Background: an optimization exercise with open tools, aiming at small area. Do not read the settings as production practice.
In this exercise RTL edits were held to simulation tests only and were not proved equivalent to the original.
Power is estimated from default activity; no workload was simulated.

== the reference run ==
## fcb
module fcb (
    input  wire        CLK,
    input  wire        RST,
    input  wire [3:0]  COL_IN,
    input  wire        DATA_IN,
    output wire [3:0]  ROW_OUT,
    output wire        COL_PULL,
    output wire        DATA_OE,
    output wire        DATA_OUT,
    output wire        DATA_PU,
    output reg  [15:0] MOTOR_DUTY,
    output reg         MOTOR_WR,
    output reg         MOTOR_EN,
    output wire [52:0] DISP_WORD,
    output wire        DISP_WR,
    output wire        IL_TRIPPED,
    output wire [1:0]  SN_STATUS,
    output wire [4:0]  KEY_CODE
);
Size: about 860 cells after synthesis, roughly 150 flip-flops, about 0.0078 mm^2 of cells after synthesis.
make LEC_CHECK=0 CAP_MARGIN=20 CORE_MARGIN=2 CORE_UTILIZATION=40 CTS_BUF_LIST=sky130_fd_sc_hd__clkbuf_8 SLEW_MARGIN=20 finish   # period 10.0 ns
run.sh (not shown) runs the stock make flow with config.mk's settings and CLKGATE_MAP_FILE= SYNTH_SCRIPT=/design/flow/synth_recipe.tcl, a recipe that flattens the netlist after the stock synthesis.
### the reference run -> the trial run
==> flow/flow/run.sh (new file) <==
#!/bin/bash
# Standard layout (the standard.sh, unchanged synthesis), except that the
# port buffers are the smallest buffer cell instead of the one buffer_ports picks.
set -euo pipefail
bash standard.sh "BUFFER_PORTS_ARGS=-buffer_cell sky130_fd_sc_hd__buf_1" finish > standard_make.log 2>&1
==> flow/standard.sh (new file) <==
#!/bin/bash
# synth_recipe.tcl (not shown) runs the flow's synth.tcl, then flattens the netlist and writes it again
# the make line also repeats each setting of config.mk as NAME=value (left out here)
make -C /OpenROAD-flow-scripts/flow DESIGN_CONFIG=/design/flow/config.mk WORK_HOME=/design/flow/orfs CLKGATE_MAP_FILE= SYNTH_SCRIPT=/design/flow/synth_recipe.tcl "${@:-finish}"
removed: flow/run.sh
Findings:
Between the reference run and the trial run, the flow reports weighted congestion reported at the end of routability-driven placement decreasing by a few percent. The trial run ends up with a core utilization that is 2.8 points lower than in the reference run. Cell area was higher in the reference run than in the trial run.

========
Another version of the RTL of fcb (not shown whole).
Size: ~140 flip-flops, about 6000 um^2 of cells after synthesis.
==> flow/config.mk <==
export PLATFORM = sky130hd
export DESIGN_NAME = fcb
export DESIGN_NICKNAME = fcb
export VERILOG_FILES = /design/flow/design.v
export SDC_FILE = /design/flow/constraint.sdc
export NUM_CORES = 4
export LEC_CHECK = 0
export CAP_MARGIN = 20
export CORE_MARGIN = 2
export CORE_UTILIZATION = 60
export SLEW_MARGIN = 20
==> flow/constraint.sdc <==
create_clock -name core_clock -period 10.0 [get_ports {CLK}]
set_input_delay 2.0000 -clock core_clock [delete_from_list [all_inputs] [get_ports {CLK}]]
set_output_delay 2.0000 -clock core_clock [all_outputs]
set_load 0.01 [all_outputs]
standard.sh (not shown) runs the stock make flow with config.mk's settings and CLKGATE_MAP_FILE= SYNTH_SCRIPT=/design/flow/synth_recipe.tcl, a recipe that flattens the netlist after the stock synthesis.
==> flow/flow/run.sh <==
#!/bin/bash
# Layout: the standard flow (standard.sh) with these changes:
#  - synthesis runs synth_recipe.tcl with flow/abc_override.tcl added after its
#    first line, so abc maps the logic with the area-oriented flow/area.abc, and
#    without ORFS's adder pre-mapping (ADDER_MAP_FILE empty);
#  - the port buffers are the smallest buffer cell;
#  - clock tree synthesis uses clkbuf_4 leaf buffers under a clkbuf_8 root and
#    inserts no dummy loads.
# Every tool's output is in the ORFS logs (orfs/logs/...) and in standard_make.log.
set -euo pipefail
W=$(pwd)
{ head -n 1 synth_recipe.tcl; cat flow/abc_override.tcl; tail -n +2 synth_recipe.tcl; } > own_synth.tcl
export OWN_ABC_SCRIPT=$W/flow/area.abc
bash standard.sh SYNTH_SCRIPT=$W/own_synth.tcl ADDER_MAP_FILE= \
  "BUFFER_PORTS_ARGS=-buffer_cell sky130_fd_sc_hd__buf_1" \
  "CTS_ARGS=-sink_clustering_enable -repair_clock_nets -buf_list sky130_fd_sc_hd__clkbuf_4 -root_buf sky130_fd_sc_hd__clkbuf_8 -dont_use_dummy_load" \
  finish > standard_make.log 2>&1
==> flow/flow/abc_override.tcl <==
# Map the logic with flow/area.abc instead of the script ORFS picks. Only the
# abc step changes: registers are inferred and mapped as in the standard synthesis.
proc abc {args} {
  set i [lsearch -exact $args -script]
  if { $i >= 0 } { lset args [expr {$i + 1}] $::env(OWN_ABC_SCRIPT) }
  yosys abc {*}$args
}
==> flow/flow/area.abc <==
strash
ifraig
scorr
dc2
strash
&get -n
&deepsyn -J 200 -T 300
&dc2
&put
dch -f
amap
strash
dch -f
amap
Edit:
==> flow/flow/area.abc (replaced) <==
strash
ifraig
scorr
dc2
strash
&get -n
&deepsyn -J 200 -T 300
&put
dch -f
amap
Outcome: The changed run passed the timing, design-rule and antenna checks; hold slack gets better by 23 ps; via count came out higher by 0.89%; setup slack got worse by 180 ps; cell area came out higher by 0.65%; fmax drops by 3.3%; global-route usage hardly moves.

========
fcb, a different RTL version from the one above (not shown whole).
Size: roughly 650 cells after synthesis, roughly 140 flip-flops, roughly 95 I/O pins.
export LEC_CHECK = 0
export CAP_MARGIN = 20
export CORE_MARGIN = 2
export CORE_UTILIZATION = 60
export SLEW_MARGIN = 20
create_clock -name core_clock -period 10.0 [get_ports {CLK}]
==> flow/flow/area.abc <==
strash
ifraig
scorr
dc2
strash
&get -n
&deepsyn -T 60
&put
dch -f
amap
Scripts as last shown in full above: flow/flow/run.sh, flow/flow/abc_override.tcl
Rerun with:
==> flow/flow/area.abc (replaced) <==
strash
ifraig
scorr
dc2
strash
&get -n
&deepsyn -T 180
&put
dch -f
amap
After rerunning: Setup slack got worse by 0.24 ns; utilization went up by 0.10 points; flip-flop and latch count is unchanged; power grows by 3.0%; synthesized area is about the same; synthesized cell count grows by 1.2%; wire length increases by 2.5%; clock power shrinks by about 2%.

========
Another version of the RTL of fcb (not shown whole).
Size: about 660 cells after synthesis, ~140 flip-flops, about 95 I/O pins, about 6100 sq um of cells after synthesis.
Settings: LEC_CHECK=0, CAP_MARGIN=20, CORE_MARGIN=2, CORE_UTILIZATION=60, SLEW_MARGIN=20; clock period 10.0 ns.
==> flow/flow/run.sh <==
#!/bin/bash
# Layout: the standard flow (standard.sh) with these changes:
#  - synthesis runs synth_recipe.tcl with flow/abc_override.tcl added after its
#    first line, so abc maps the logic with the area-oriented flow/area.abc, and
#    without ORFS's adder pre-mapping (ADDER_MAP_FILE empty);
#  - the port buffers are the smallest buffer cell;
#  - clock tree synthesis inserts no dummy loads.
# Every tool's output is in the ORFS logs (orfs/logs/...) and in standard_make.log.
set -euo pipefail
W=$(pwd)
{ head -n 1 synth_recipe.tcl; cat flow/abc_override.tcl; tail -n +2 synth_recipe.tcl; } > own_synth.tcl
export OWN_ABC_SCRIPT=$W/flow/area.abc
bash standard.sh SYNTH_SCRIPT=$W/own_synth.tcl ADDER_MAP_FILE= \
  "BUFFER_PORTS_ARGS=-buffer_cell sky130_fd_sc_hd__buf_1" \
  "CTS_ARGS=-sink_clustering_enable -repair_clock_nets -buf_list sky130_fd_sc_hd__clkbuf_4 -root_buf sky130_fd_sc_hd__clkbuf_8 -dont_use_dummy_load" \
  finish > standard_make.log 2>&1
==> flow/flow/area.abc <==
strash
ifraig
scorr
dc2
strash
&get -n
&deepsyn -T 60
&put
dch -f
amap
Scripts as last shown in full above: flow/flow/abc_override.tcl
Rerun with:
--- a/flow/flow/run.sh
+++ b/flow/flow/run.sh
@@ -13,4 +13,4 @@
 bash standard.sh SYNTH_SCRIPT=$W/own_synth.tcl ADDER_MAP_FILE= \
   "BUFFER_PORTS_ARGS=-buffer_cell sky130_fd_sc_hd__buf_1" \
-  "CTS_ARGS=-sink_clustering_enable -repair_clock_nets -buf_list sky130_fd_sc_hd__clkbuf_4 -root_buf sky130_fd_sc_hd__clkbuf_8 -dont_use_dummy_load" \
+  "CTS_ARGS=-sink_clustering_enable -repair_clock_nets -buf_list sky130_fd_sc_hd__clkbuf_8 -dont_use_dummy_load" \
   finish > standard_make.log 2>&1
Settings changed: CORE_UTILIZATION 60 to 40, CTS_BUF_LIST from default to sky130_fd_sc_hd__clkbuf_8.
The new run passed the timing, design-rule and antenna checks.
Cell count went up by 6.3%.
Sequential power stays flat.
Area after synthesis does not change.
Worst setup slack gains 120 ps.
Non-clock buffer count went up by 1.
Routed wire length went up by 3.8%.
Final area went up by 2.6%.
Global-route usage went down by 7.3 points.
Via count is about the same.
Power went up by 6.8%.
Clock power went up by 34%.

## port drivers added, routing unchanged
The flow's constraints put no driver on any port. The routed layouts listed below were extracted and timed again, unchanged, in two steps. Step 1 (the two cells are an assumption about what drives the block):
set clk [get_ports {CLK}]
set_driving_cell -lib_cell sky130_fd_sc_hd__clkbuf_16 $clk
set_driving_cell -lib_cell sky130_fd_sc_hd__buf_2 [delete_from_list [all_inputs] $clk]
Step 2 adds t to the input delays and takes it off the output delays; t is the mean of the earliest and latest rising clock arrival at the registers after step 1. Input paths then give back, and output paths get back, about the clock's delay inside the block. Slacks: ideal ports / drivers / drivers and shift; pairs: ideal ports / drivers.
run | t, ns | setup WS [ns] | worst setup path at the end | clock arrival spread, ns | worst data-port slew with drivers (ns)
the reference run | 0.489 | 5.687 / 5.687 / 5.615 | input to register | 0.016 / 0.016 | 0.03
the trial run | 0.483 | 5.702 / 5.702 / 5.619 | input to register | 0.026 / 0.026 | 0.04
the first run of note 2 | 0.426 | 4.663 / 4.667 / 4.241 | input to register | 0.041 / 0.041 | 0.03
the second run of note 2 | 0.438 | 4.478 / 4.489 / 4.052 | input to register | 0.030 / 0.031 | 0.03
the first run of note 3 | 0.436 | 6.029 / 6.038 / 5.602 | input to register | 0.034 / 0.034 | 0.03
the second run of note 3 | 0.441 | 5.789 / 5.801 / 5.360 | input to register | 0.039 / 0.039 | 0.03
the first run of note 4 | 0.427 | 5.234 / 5.249 / 4.822 | input to register | 0.032 / 0.032 | 0.03
the second run of note 4 | 0.464 | 5.354 / 5.371 / 4.907 | input to register | 0.032 / 0.031 | 0.03
After both steps setup and hold are still met in every run listed. The setup slack of the second run of note 4, which loses most, moves by +0.017 ns with the drivers and by -0.447 ns with both steps.
